Context: an optimization exercise on an open-source flow, tuned for small area, a short achievable clock period and few clock cycles. The choices shown serve that exercise and are no tape-out recipe.
For this run, only the layout was checked, not whether the RTL still works.
Power figures rest on the tool's default switching activity, not on a simulated workload.

==> flow/design.v <==
module l2d_core (
    input  wire        clk,
    input  wire        rst,             
    input  wire [10:0] cfg_len,         
    output reg  [9:0]  code_addr,
    input  wire [7:0]  code_rdata,
    output reg  [11:0] heap_addr,
    output reg         heap_we,
    output reg  [7:0]  heap_wdata,
    input  wire [7:0]  heap_rdata,
    output reg  [15:0] stk_addr,
    output reg         stk_we,
    output reg  [31:0] stk_wdata,
    input  wire [31:0] stk_rdata,
    output wire [2:0]  status,          
    output reg  [2:0]  fault_kind,
    output reg  [3:0]  fault_robot,
    output reg  [10:0] fault_pc,
    output reg  [12:0] fault_sp,
    output reg  [31:0] ticks,
    input  wire [3:0]  dbg_robot,
    output wire [10:0] dbg_pc,
    output wire [12:0] dbg_sp,
    output wire        dbg_running
);
    localparam [2:0] F_BADINPUT = 3'd2, F_NOTSUPP = 3'd3, F_UNDERFLOW = 3'd5,
                     F_DIVZERO = 3'd6, F_OOB = 3'd7;
    localparam [4:0] S_HDR_REQ  = 5'd0,  S_HDR_WAIT = 5'd1,  S_CHECK   = 5'd2,
                     S_ENT_REQ  = 5'd3,  S_ENT_WAIT = 5'd4,  S_SCHED   = 5'd5,
                     S_FETCH    = 5'd6,  S_DEC      = 5'd7,  S_ESC     = 5'd8,
                     S_PUSH_RD  = 5'd9,  S_PUSH_WR  = 5'd10, S_RD_REQ  = 5'd11,
                     S_RD_WAIT  = 5'd12, S_EXEC     = 5'd13, S_WR2     = 5'd14,
                     S_VISIT    = 5'd15, S_VWAIT    = 5'd16, S_RD_PUSH = 5'd17,
                     S_DIV      = 5'd18, S_DIV_WR   = 5'd19, S_DONE    = 5'd20,
                     S_FAULTED  = 5'd21, S_LOADERR  = 5'd22;
    localparam [2:0] I_PUSH = 3'd0, I_WRITE = 3'd1, I_READ = 3'd2, I_STACK = 3'd3,
                     I_JMP = 3'd4, I_JZ = 3'd5;
    reg [4:0]  state;
    reg [12:0] mem_size;
    reg [7:0]  stride;
    reg [4:0]  robot_count;
    reg [2:0]  hdr_idx;        
    reg [10:0] pc      [0:15];
    reg [12:0] sp      [0:15];
    reg [15:0] running;
    reg [4:0]  next;
    reg [3:0]  ent_idx;
    reg [3:0]  cur;
    reg [10:0] pc0;
    reg [12:0] sp0;
    reg [7:0]  b0;
    reg [7:0]  b1;
    reg [2:0]  iclass;
    reg [2:0]  nrd;            
    reg [2:0]  rd_k;
    reg [31:0] opnd [0:4];     
    reg signed [35:0] cx, cy;      
    reg [2:0]  visit;
    reg [7:0]  acc;
    reg [12:0] new_sp;
    reg [31:0] wr_next;
    reg [4:0]  div_count;
    reg [31:0] div_rem, div_quo, div_den;
    reg        div_q_neg, div_r_neg, div_is_mod;
    assign status = (state == S_DONE)    ? 3'd1 :
                    (state == S_FAULTED) ? 3'd2 :
                    (state == S_LOADERR) ? 3'd3 : 3'd0;
    assign dbg_pc      = pc[dbg_robot];
    assign dbg_sp      = sp[dbg_robot];
    assign dbg_running = running[dbg_robot];
    reg        sel_found;
    reg [3:0]  sel_idx;
    integer    n;
    always @(*) begin
        sel_found = 1'b0;
        sel_idx   = 4'd0;
        for (n = 15; n >= 0; n = n - 1) begin
            if (running[n] && n >= next) begin
                sel_found = 1'b1;
                sel_idx   = n[3:0];
            end
        end
    end
    wire [10:0] pc1 = pc0 + 11'd1;
    wire        esc_oob = (pc1 >= cfg_len);
    wire [3:0]  arg = b0[3:0];
    wire [31:0] a_op = opnd[0];
    wire [31:0] b_op = opnd[1];
    wire [31:0] mul_res = b_op * a_op;
    reg  [2:0]  alu_fault;
    reg  [12:0] alu_sp;
    reg  [1:0]  alu_wr;
    reg  [31:0] alu_top;
    reg  [31:0] alu_next;
    reg         alu_div;
    always @(*) begin
        alu_fault = 3'd0;
        alu_sp    = sp0;
        alu_wr    = 2'b00;
        alu_top   = 32'd0;
        alu_next  = 32'd0;
        alu_div   = 1'b0;
        case (arg)
            4'd0, 4'd1, 4'd2, 4'd5, 4'd6: begin
                if (sp0 < 13'd2) alu_fault = F_UNDERFLOW;
                else begin
                    alu_sp = sp0 - 13'd1;
                    alu_wr = 2'b01;
                    case (arg)
                        4'd0:    alu_top = b_op - a_op;
                        4'd1:    alu_top = b_op + a_op;
                        4'd2:    alu_top = mul_res;
                        4'd5:    alu_top = b_op & a_op;
                        default: alu_top = b_op | a_op;
                    endcase
                end
            end
            4'd3, 4'd4: begin
                if (sp0 == 13'd0)        alu_fault = F_UNDERFLOW;
                else if (a_op == 32'd0)  alu_fault = F_DIVZERO;
                else if (sp0 < 13'd2)    alu_fault = F_UNDERFLOW;
                else begin
                    alu_sp  = sp0 - 13'd1;
                    alu_div = 1'b1;
                end
            end
            4'd7: begin
                if (sp0 == 13'd0) alu_fault = F_UNDERFLOW;
                else begin alu_wr = 2'b01; alu_top = ~a_op; end
            end
            4'd8: begin
                if (sp0 == 13'd0) alu_fault = F_UNDERFLOW;
                else alu_sp = sp0 - 13'd1;
            end
            4'd9: begin
                if (sp0 < 13'd2) alu_fault = F_UNDERFLOW;
                else begin alu_wr = 2'b11; alu_top = b_op; alu_next = a_op; end
            end
            4'd10: begin
                if (sp0 == 13'd0)           alu_fault = F_UNDERFLOW;
                else if (sp0 == 13'd4096)   alu_fault = F_OOB;
                else begin alu_sp = sp0 + 13'd1; alu_wr = 2'b01; alu_top = a_op; end
            end
            default: alu_fault = F_BADINPUT;
        endcase
    end
    wire [32:0] div_trial = {div_rem, div_quo[31]} - {1'b0, div_den};
    wire        div_fits  = !div_trial[32];
    wire [31:0] div_rem_n = div_fits ? div_trial[31:0] : {div_rem[30:0], div_quo[31]};
    wire [31:0] div_quo_n = {div_quo[30:0], div_fits};
    wire signed [8:0]  stride_s = {1'b0, stride};
    wire signed [45:0] off      = cx + cy * stride_s;
    wire               off_ok   = (off >= 46'sd0) && (off < {33'd0, mem_size});
    wire               last_visit = (visit == 3'd7);
    wire [7:0]         v_byte     = opnd[4][7:0];
    wire               wr_bit     = v_byte[3'd7 - visit];
    always @(*) begin
        code_addr  = 10'd0;
        heap_addr  = 12'd0;
        heap_we    = 1'b0;
        heap_wdata = 8'd0;
        stk_addr   = 16'd0;
        stk_we     = 1'b0;
        stk_wdata  = 32'd0;
        case (state)
            S_HDR_REQ: code_addr = 10'd6 + {7'd0, hdr_idx};
            S_ENT_REQ: code_addr = 10'd11 + {6'd0, ent_idx};
            S_FETCH:   code_addr = pc0[9:0];
            S_DEC:     code_addr = pc1[9:0];
            S_PUSH_RD: heap_addr = {b0[3:0], b1};
            S_PUSH_WR: begin
                stk_addr  = {cur, sp0[11:0]};
                stk_we    = 1'b1;
                stk_wdata = {24'd0, heap_rdata};
            end
            S_RD_REQ:  stk_addr = {cur, sp0[11:0] - 12'd1 - {9'd0, rd_k}};
            S_EXEC: begin
                stk_addr  = {cur, alu_sp[11:0] - 12'd1};
                stk_we    = (iclass == I_STACK) && (alu_fault == 3'd0) && alu_wr[0];
                stk_wdata = alu_top;
            end
            S_WR2: begin
                stk_addr  = {cur, new_sp[11:0] - 12'd2};
                stk_we    = 1'b1;
                stk_wdata = wr_next;
            end
            S_VISIT: begin
                heap_addr  = off[11:0];
                heap_wdata = {7'd0, wr_bit};
                heap_we   = (iclass == I_WRITE) && off_ok;
            end
            S_RD_PUSH: begin
                stk_addr  = {cur, sp0[11:0] - 12'd4};
                stk_we    = 1'b1;
                stk_wdata = {24'd0, acc};
            end
            S_DIV_WR: begin
                stk_addr  = {cur, sp0[11:0] - 12'd2};
                stk_we    = 1'b1;
                stk_wdata = div_is_mod ? (div_r_neg ? 32'd0 - div_rem : div_rem)
                                       : (div_q_neg ? 32'd0 - div_quo : div_quo);
            end
            default: ;
        endcase
    end
    integer i;
    always @(posedge clk) begin
        if (rst) begin
            state       <= S_HDR_REQ;
            hdr_idx     <= 3'd0;
            ent_idx     <= 4'd0;
            running     <= 16'd0;
            next        <= 5'd0;
            ticks       <= 32'd0;
            fault_kind  <= 3'd0;
            fault_robot <= 4'd0;
            fault_pc    <= 11'd0;
            fault_sp    <= 13'd0;
            for (i = 0; i < 16; i = i + 1) begin
                pc[i] <= 11'd0;
                sp[i] <= 13'd0;
            end
        end else begin
            case (state)
                S_HDR_REQ: state <= S_HDR_WAIT;
                S_HDR_WAIT: begin
                    case (hdr_idx)
                        3'd0: mem_size[12:8] <= code_rdata[4:0];
                        3'd1: mem_size[7:0]  <= code_rdata;
                        3'd2: stride         <= code_rdata;
                        3'd3: ;                                   
                        default: robot_count <= code_rdata[4:0];
                    endcase
                    if (hdr_idx == 3'd0 && code_rdata[7:5] != 3'd0)
                        mem_size[12:8] <= 5'h1f;                  
                    if (hdr_idx == 3'd4 && code_rdata[7:5] != 3'd0)
                        robot_count <= 5'h1f;                     
                    hdr_idx <= hdr_idx + 3'd1;
                    state   <= (hdr_idx == 3'd4) ? S_CHECK : S_HDR_REQ;
                end
                S_CHECK: begin
                    if (robot_count > 5'd16) begin
                        fault_kind <= F_NOTSUPP;
                        state      <= S_LOADERR;
                    end else if (mem_size > 13'd4096) begin
                        fault_kind <= F_NOTSUPP;
                        state      <= S_LOADERR;
                    end else if (11'd11 + {6'd0, robot_count} > cfg_len) begin
                        fault_kind <= F_BADINPUT;
                        state      <= S_LOADERR;
                    end else if (robot_count == 5'd0) begin
                        state <= S_SCHED;
                    end else begin
                        state <= S_ENT_REQ;
                    end
                end
                S_ENT_REQ: state <= S_ENT_WAIT;
                S_ENT_WAIT: begin
                    pc[ent_idx]      <= {3'd0, code_rdata};
                    sp[ent_idx]      <= 13'd0;
                    running[ent_idx] <= 1'b1;
                    ent_idx          <= ent_idx + 4'd1;
                    state <= ({1'b0, ent_idx} + 5'd1 == robot_count) ? S_SCHED : S_ENT_REQ;
                end
                S_SCHED: begin
                    if (sel_found) begin
                        cur   <= sel_idx;
                        pc0   <= pc[sel_idx];
                        sp0   <= sp[sel_idx];
                        state <= S_FETCH;
                    end else if (running == 16'd0) begin
                        state <= S_DONE;
                    end else begin
                        next <= 5'd0;
                    end
                end
                S_FETCH: begin
                    if (pc0 >= cfg_len) fault_now(F_OOB);
                    else state <= S_DEC;
                end
                S_DEC: begin
                    b0   <= code_rdata;
                    rd_k <= 3'd0;
                    if (code_rdata[7]) begin
                        iclass <= I_PUSH;
                        if (esc_oob) fault_now(F_OOB);
                        else state <= S_ESC;
                    end else begin
                        case (code_rdata[6:4])
                            3'd0: begin                           
                                running[cur] <= 1'b0;
                                complete(pc0 + 11'd1, sp0);
                            end
                            3'd1: begin                           
                                iclass <= (code_rdata[3:0] == 4'd1) ? I_WRITE : I_READ;
                                if (code_rdata[3:0] == 4'd1) begin
                                    nrd <= 3'd5;
                                    if (sp0 < 13'd5) fault_now(F_UNDERFLOW);
                                    else state <= S_RD_REQ;
                                end else begin
                                    nrd <= 3'd4;
                                    if (sp0 < 13'd4) fault_now(F_UNDERFLOW);
                                    else state <= S_RD_REQ;
                                end
                            end
                            3'd2: begin                           
                                iclass <= I_STACK;
                                if (code_rdata[3:0] >= 4'd11) fault_now(F_BADINPUT);
                                else if (sp0 == 13'd0) state <= S_EXEC;
                                else begin
                                    nrd   <= (sp0 == 13'd1) ? 3'd1 : 3'd2;
                                    state <= S_RD_REQ;
                                end
                            end
                            3'd3: begin                           
                                iclass <= I_JMP;
                                if (code_rdata[3:0] != 4'd15)
                                    complete({7'd0, code_rdata[3:0]}, sp0);
                                else if (esc_oob) fault_now(F_OOB);
                                else state <= S_ESC;
                            end
                            3'd4: begin                           
                                iclass <= I_JZ;
                                nrd    <= 3'd1;
                                if (sp0 == 13'd0) fault_now(F_UNDERFLOW);
                                else if (code_rdata[3:0] != 4'd15) state <= S_RD_REQ;
                                else if (esc_oob) fault_now(F_OOB);
                                else state <= S_ESC;
                            end
                            default: fault_now(F_BADINPUT);       
                        endcase
                    end
                end
                S_ESC: begin
                    b1 <= code_rdata;
                    case (iclass)
                        I_PUSH: begin
                            if ({b0[6:0], code_rdata} >= {2'd0, mem_size}) fault_now(F_OOB);
                            else if (sp0 == 13'd4096) fault_now(F_OOB);
                            else state <= S_PUSH_RD;
                        end
                        I_JMP:   complete({3'd0, code_rdata}, sp0);
                        default: state <= S_RD_REQ;               
                    endcase
                end
                S_PUSH_RD: state <= S_PUSH_WR;
                S_PUSH_WR: complete(pc0 + 11'd2, sp0 + 13'd1);
                S_RD_REQ: state <= S_RD_WAIT;
                S_RD_WAIT: begin
                    opnd[rd_k] <= stk_rdata;
                    rd_k <= rd_k + 3'd1;
                    state <= (rd_k + 3'd1 == nrd) ? S_EXEC : S_RD_REQ;
                end
                S_EXEC: begin
                    case (iclass)
                        I_STACK: begin
                            if (alu_fault != 3'd0) begin
                                fault_now(alu_fault);
                            end else if (alu_div) begin
                                div_count  <= 5'd0;
                                div_rem    <= 32'd0;
                                div_quo    <= b_op[31] ? 32'd0 - b_op : b_op;
                                div_den    <= a_op[31] ? 32'd0 - a_op : a_op;
                                div_q_neg  <= a_op[31] ^ b_op[31];
                                div_r_neg  <= b_op[31];
                                div_is_mod <= (arg == 4'd4);
                                state      <= S_DIV;
                            end else if (alu_wr[1]) begin
                                new_sp  <= alu_sp;
                                wr_next <= alu_next;
                                state   <= S_WR2;
                            end else begin
                                complete(pc0 + 11'd1, alu_sp);
                            end
                        end
                        I_JZ: begin
                            if (opnd[0] == 32'd0)
                                complete((arg == 4'd15) ? {3'd0, b1} : {7'd0, arg}, sp0 - 13'd1);
                            else
                                complete((arg == 4'd15) ? pc0 + 11'd2 : pc0 + 11'd1, sp0 - 13'd1);
                        end
                        default: begin                            
                            cx    <= {{4{opnd[3][31]}}, opnd[3]};
                            cy    <= {{4{opnd[2][31]}}, opnd[2]};
                            visit <= 3'd0;
                            acc   <= 8'd0;
                            state <= S_VISIT;
                        end
                    endcase
                end
                S_WR2: complete(pc0 + 11'd1, new_sp);
                S_VISIT: begin
                    if (!off_ok) begin
                        fault_now(F_OOB);
                    end else begin
                        cx    <= cx + {{4{opnd[1][31]}}, opnd[1]};
                        cy    <= cy + {{4{opnd[0][31]}}, opnd[0]};
                        visit <= visit + 3'd1;
                        if (iclass == I_READ)
                            state <= S_VWAIT;
                        else if (last_visit)
                            complete(pc0 + 11'd1, sp0 - 13'd5);
                    end
                end
                S_VWAIT: begin
                    acc <= {acc[6:0], heap_rdata[0]};
                    state <= (visit == 3'd0) ? S_RD_PUSH : S_VISIT;    
                end
                S_RD_PUSH: complete(pc0 + 11'd1, sp0 - 13'd3);
                S_DIV: begin
                    div_rem   <= div_rem_n;
                    div_quo   <= div_quo_n;
                    div_count <= div_count + 5'd1;
                    if (div_count == 5'd31) state <= S_DIV_WR;
                end
                S_DIV_WR: complete(pc0 + 11'd1, sp0 - 13'd1);
                default: ;                                        
            endcase
        end
    end
    task complete(input [10:0] npc, input [12:0] nsp);
        begin
            pc[cur] <= npc;
            sp[cur] <= nsp;
            ticks   <= ticks + 32'd1;
            next    <= {1'b0, cur} + 5'd1;
            state   <= S_SCHED;
        end
    endtask
    task fault_now(input [2:0] kind);
        begin
            fault_kind  <= kind;
            fault_robot <= cur;
            fault_pc    <= pc0;
            fault_sp    <= sp0;
            state       <= S_FAULTED;
        end
    endtask
endmodule
==> flow/run.sh <==
#!/bin/bash
# synth_recipe.tcl (not shown) runs the flow's synth.tcl, then flattens the netlist and writes it again
# the make line also repeats each setting of config.mk as NAME=value (left out here)
make -C /OpenROAD-flow-scripts/flow DESIGN_CONFIG=/design/flow/config.mk WORK_HOME=/design/flow/orfs CLKGATE_MAP_FILE= SYNTH_SCRIPT=/design/flow/synth_recipe.tcl finish
==> flow/config.mk <==
export PLATFORM = sky130hd
export DESIGN_NAME = l2d_core
export DESIGN_NICKNAME = l2d_core
export VERILOG_FILES = /design/flow/design.v
export SDC_FILE = /design/flow/constraint.sdc
export NUM_CORES = 4
export LEC_CHECK = 0
export CAP_MARGIN = 20
export CORE_MARGIN = 2
export CORE_UTILIZATION = 40
export SLEW_MARGIN = 20
==> flow/constraint.sdc <==
create_clock -name core_clock -period 12.0 [get_ports {clk}]
set_input_delay 2.4000 -clock core_clock [delete_from_list [all_inputs] [get_ports {clk}]]
set_output_delay 2.4000 -clock core_clock [all_outputs]
set_load 0.01 [all_outputs]
==> summary.md <==
| Metric | Value |
|---|---|
| Via count | `between 70000 and 80000` |
| Area after DPL | `roughly 93000 sq um` |
| Syn Area/Cell | `a little under 10 sq um` |
| Synth top cells by count | `nand2_1, edfxtp_1, inv_1` |
| RePlAce Congestion | `a little under 1` |
| H-tree depth | `3` |
| Vias in the first global route | `~72000` |
| CTS tree | `yes` |
| Status | `complete, no violations` |
| WL final | `327 mm` |
| DRC Markers | `0` |
| Top-count cell post-synth | `nand2_1` |
| Min-Delay Path Class | `reg -> reg` |
| Max FO, Critical Path | `11` |
| M1 WL | `133 mm` |
| Data arrival, critical path | `approximately 9 ns` |
| Area growth syn-to-layout | `12.1%` |
| Slew @ Worst Pin | `1.15 ns` |
| Core Area | `between 200000 and 250000 sq um` |
| Fmax achieved | `85.7 MHz` |
| P per Cell Area | `around 97 nW/um^2` |
| Endpoints failing setup | `0` |
| Clock Skew | `about 0.14 ns` |
| DRT Pass-1 Iters | `7` |
| Final antenna-violating net count | `0` |
| Syn Inst Count | `between 9000 and 10000` |
| Average wire per standard cell | `around 27 microns` |
| Hold path cells | `2` |
| Setup TNS | `0 ns` |
| Crit share post-route | `0.972` |
| Post-synth EDFFs | `830` |
| Root Buffer | `clkbuf_16` |
| Initial core utilization | `0.401` |
| Max Buffers Root-to-Sink | `3` |
| Uppermost layer routed | `met5` |
| Post-synth top area share | `0.287` |
| Filler cell count | `20600` |
| Global-route wire length before repair | `between 400 and 500 mm` |
| Area occupied by multi-input gates | `~55000 sq um` |
| VDD IR max | `roughly 140 uV` |
| Static Leak | `roughly 39 nW` |
| Initial drt markers | `8149` |
| Mapped Area | `just under 90000 sq um` |
| Register area | `about 27000 sq um` |
| CP Data Required Time | `~9.6 ns` |
| Final Instance Area | `97400 sq um` |
| Sequential-to-total area share from yosys stat | `0.309` |
| # IOs | `around 240` |
| Cell taking the most area after synthesis | `edfxtp_1` |
| Unique masters post-synth | `99` |
| Max cap viols | `0` |
| Post-layout min period | `11.67 ns` |
| Vias per cell | `about 6` |
| Die width | `around 470 microns` |
| Total grt overflow | `0` |
| Die H | `between 400 and 500 microns` |
| Met2 routed WL | `150 mm` |
| Fraction of layout cells with a size suffix above 1 | `0.0847` |
| Synth warnings | `1` |
| Dpl hpwl | `between 200 and 250 mm` |
| Final slew viol count | `0` |
| Critical path capture point type | `primary output` |
| Setup CP Type | `reg -> out` |
| Max_slew headroom | `0.229` |
| Full die area | `around 220000 sq um` |
| Total length of routed met3 wires | `27.1 mm` |
| Worst setup SP type | `flip-flop` |
| Asr flop ratio synth | `0` |
| Clock latency at the later pin of the worst-skew pair | `0.85 ns` |
| Cts bufs inserted | `~110` |
| Row Count | `roughly 170` |
| Final hold violation count | `0` |
| Synthesis-stage register bit count | `926` |
| Clock transition at path regs | `0.06 ns` |
| Layout Nets | `between 10000 and 15000` |
| Sink Count | `926` |
| Initial antenna violation count | `8` |
| ANT cells | `0` |
| Synth area leaders | `edfxtp_1, fa_1, ha_1, nand2_1, mux4_2` |
| Unrepaired setup endpoints after global routing | `false` |
| Synth Flop Type | `edfxtp_1` |
| Pin count of the biggest net entering global routing | `approximately 150` |
| Worst R2R Path Depth | `36` |
| Port bufs | `roughly 230` |
| Total GRT Usage | `0.292` |
## power by group
| group | switching, W | internal [W] | leakage (nW) |
|---|---|---|---|
| Sequential | 0.0000640 | 0.00358 | 8.77 |
| Combinational | 0.00138 | 0.000808 | 28.1 |
| Clock | 0.00157 | 0.00208 | 1.88 |
| Total | 0.00301 | 0.00647 | 38.8 |
## flip-flops by register name, summed over array words and instances (netlist names), 11 cells and up
name      flops
opnd        136
fault_sp     13
sp          208
fault_pc     11
sp0          13
div_rem      32
cy           36
new_sp       13
div_quo      32
running      16
mem_size     13
pc          176
pc0          11
ticks        32
cx           36
wr_next      32
div_den      32
## cell type report
class / count / share of cell area
clock buffers: 144 / 0.0308
multi-input cells: 6739 / 0.566
clock inverters: 62 / 0.00898
inverters: 798 / 0.0307
flip-flops and latches: 926 / 0.276
repair buffers: 560 / 0.0513
well taps: 2854 / 0.0366
## cells by family after synthesis
kind of cell / Yosys count / synth area share
AOI/OAI and AO/OA: 1693 / 0.129
xor gates and xnor gates: 496 / 0.0500
adders and majority gates: 1129 / 0.221
buffers and inverters: 1375 / 0.0603
DFF: 926 / 0.309
muxes: 378 / 0.0654
other: 1 / 0.0000431
and+or+nand+nor: 3035 / 0.166
## per-stage QoR
step | setup slack (ns) | util | total power (W) | hold WS [ns] | std cells
2_1_floorplan | 1.23 | - | 0.00503 | 0.467 | 9040
3_3_place_gp | 0.439 | 0.429 | 0.00581 | 0.479 | 11800
3_5_place_dp | 0.397 | 0.429 | 0.00582 | 0.482 | 11800
4_1_cts | 0.00557 | 0.449 | 0.00947 | 0.493 | 12100
5_1_grt | 0.0337 | 0.450 | 0.00982 | 0.526 | 12100
6_report | 0.333 | 0.450 | 0.00948 | 0.493 | 12100
## layout by cell type, fill, tap and decap left out, types with 222 or more instances in the layout
master and count:
a21oi_1 412, and2_1 460, buf_4 314, clkdlybuf4s50_1 222
edfxtp_1 830, fa_1 678, ha_1 451, inv_1 795
nand2_1 960, nor2_1 784, o21ai_0 379, xnor2_1 299
## metal layers
layer | up-vias | GRT usage
met1 | 36400 | 0.389
met2 | 3634 | 0.467
met3 | 668 | 0.0470
met5 | - | 0
met4 | 8 | 0.133
li1 | 31600 | -
## path summary, 6_finish.rpt
path                                                start  slack (ns)                         to
worst max register to register        stride[5]$_DFFE_PP_        1.48    sp[11][1]$_SDFFCE_PN0P_
worst max-delay path                 opnd[0][8]$_DFFE_PP_        0.33              stk_wdata[31]
worst min register to register  fault_sp[10]$_SDFFE_PP0P_        0.49  fault_sp[10]$_SDFFE_PP0P_
worst min-delay path            fault_sp[10]$_SDFFE_PP0P_        0.49  fault_sp[10]$_SDFFE_PP0P_
## timing repair
action | 4_1_cts | 5_1_grt
setup buffers | 22 | 22
hold buffers | 0 | 0
resized for setup | 15 | 16
setup endpoints to repair | 6 | 10
pin swaps | 2 | 2
## critical path, stage by stage (launching register included)
cell and delay [ns]:
edfxtp_1 0.59, buf_4 0.32, nand2_1 0.12, fa_1 0.54
inv_1 0.05, fa_1 0.42, fa_1 0.49, inv_1 0.05
fa_1 0.47, inv_1 0.06, fa_1 0.51, inv_1 0.06
fa_1 0.54, inv_1 0.05, fa_1 0.50, fa_1 0.43
ha_1 0.40, and3_1 0.18, a21oi_1 0.05, a31oi_1 0.28
a41oi_2 0.29, a211o_1 0.38, o21ai_1 0.24, nand3_1 0.13
nand3_1 0.10, nand3_1 0.08, o211ai_1 0.45, clkdlybuf4s50_1 0.69

re-timing with driven ports:
Ports are ideal in the flow. The routed layout listed here was re-timed in OpenROAD.
Step 1 (the two cells are an assumption about what drives the block):
set clk [get_ports {clk}]
set_driving_cell -lib_cell sky130_fd_sc_hd__clkbuf_16 $clk
set_driving_cell -lib_cell sky130_fd_sc_hd__buf_2 [delete_from_list [all_inputs] $clk]
Step 2 adds t to the input delays and takes it off the output delays; t is the mean of the earliest and latest rising clock arrival at the registers after step 1. Input paths then give back, and output paths get back, about the clock's delay inside the block.
Slacks: ideal ports / drivers / drivers and shift; pairs: ideal ports / drivers.
t (ns): 0.871
slack for setup (ns): 0.333 / 0.241 / 1.112
cell pins on the clock port's net: 1
After both steps setup and hold are still met in this run. For this run, drivers alone change the setup slack by -0.092 ns; drivers and shift together by +0.779 ns.
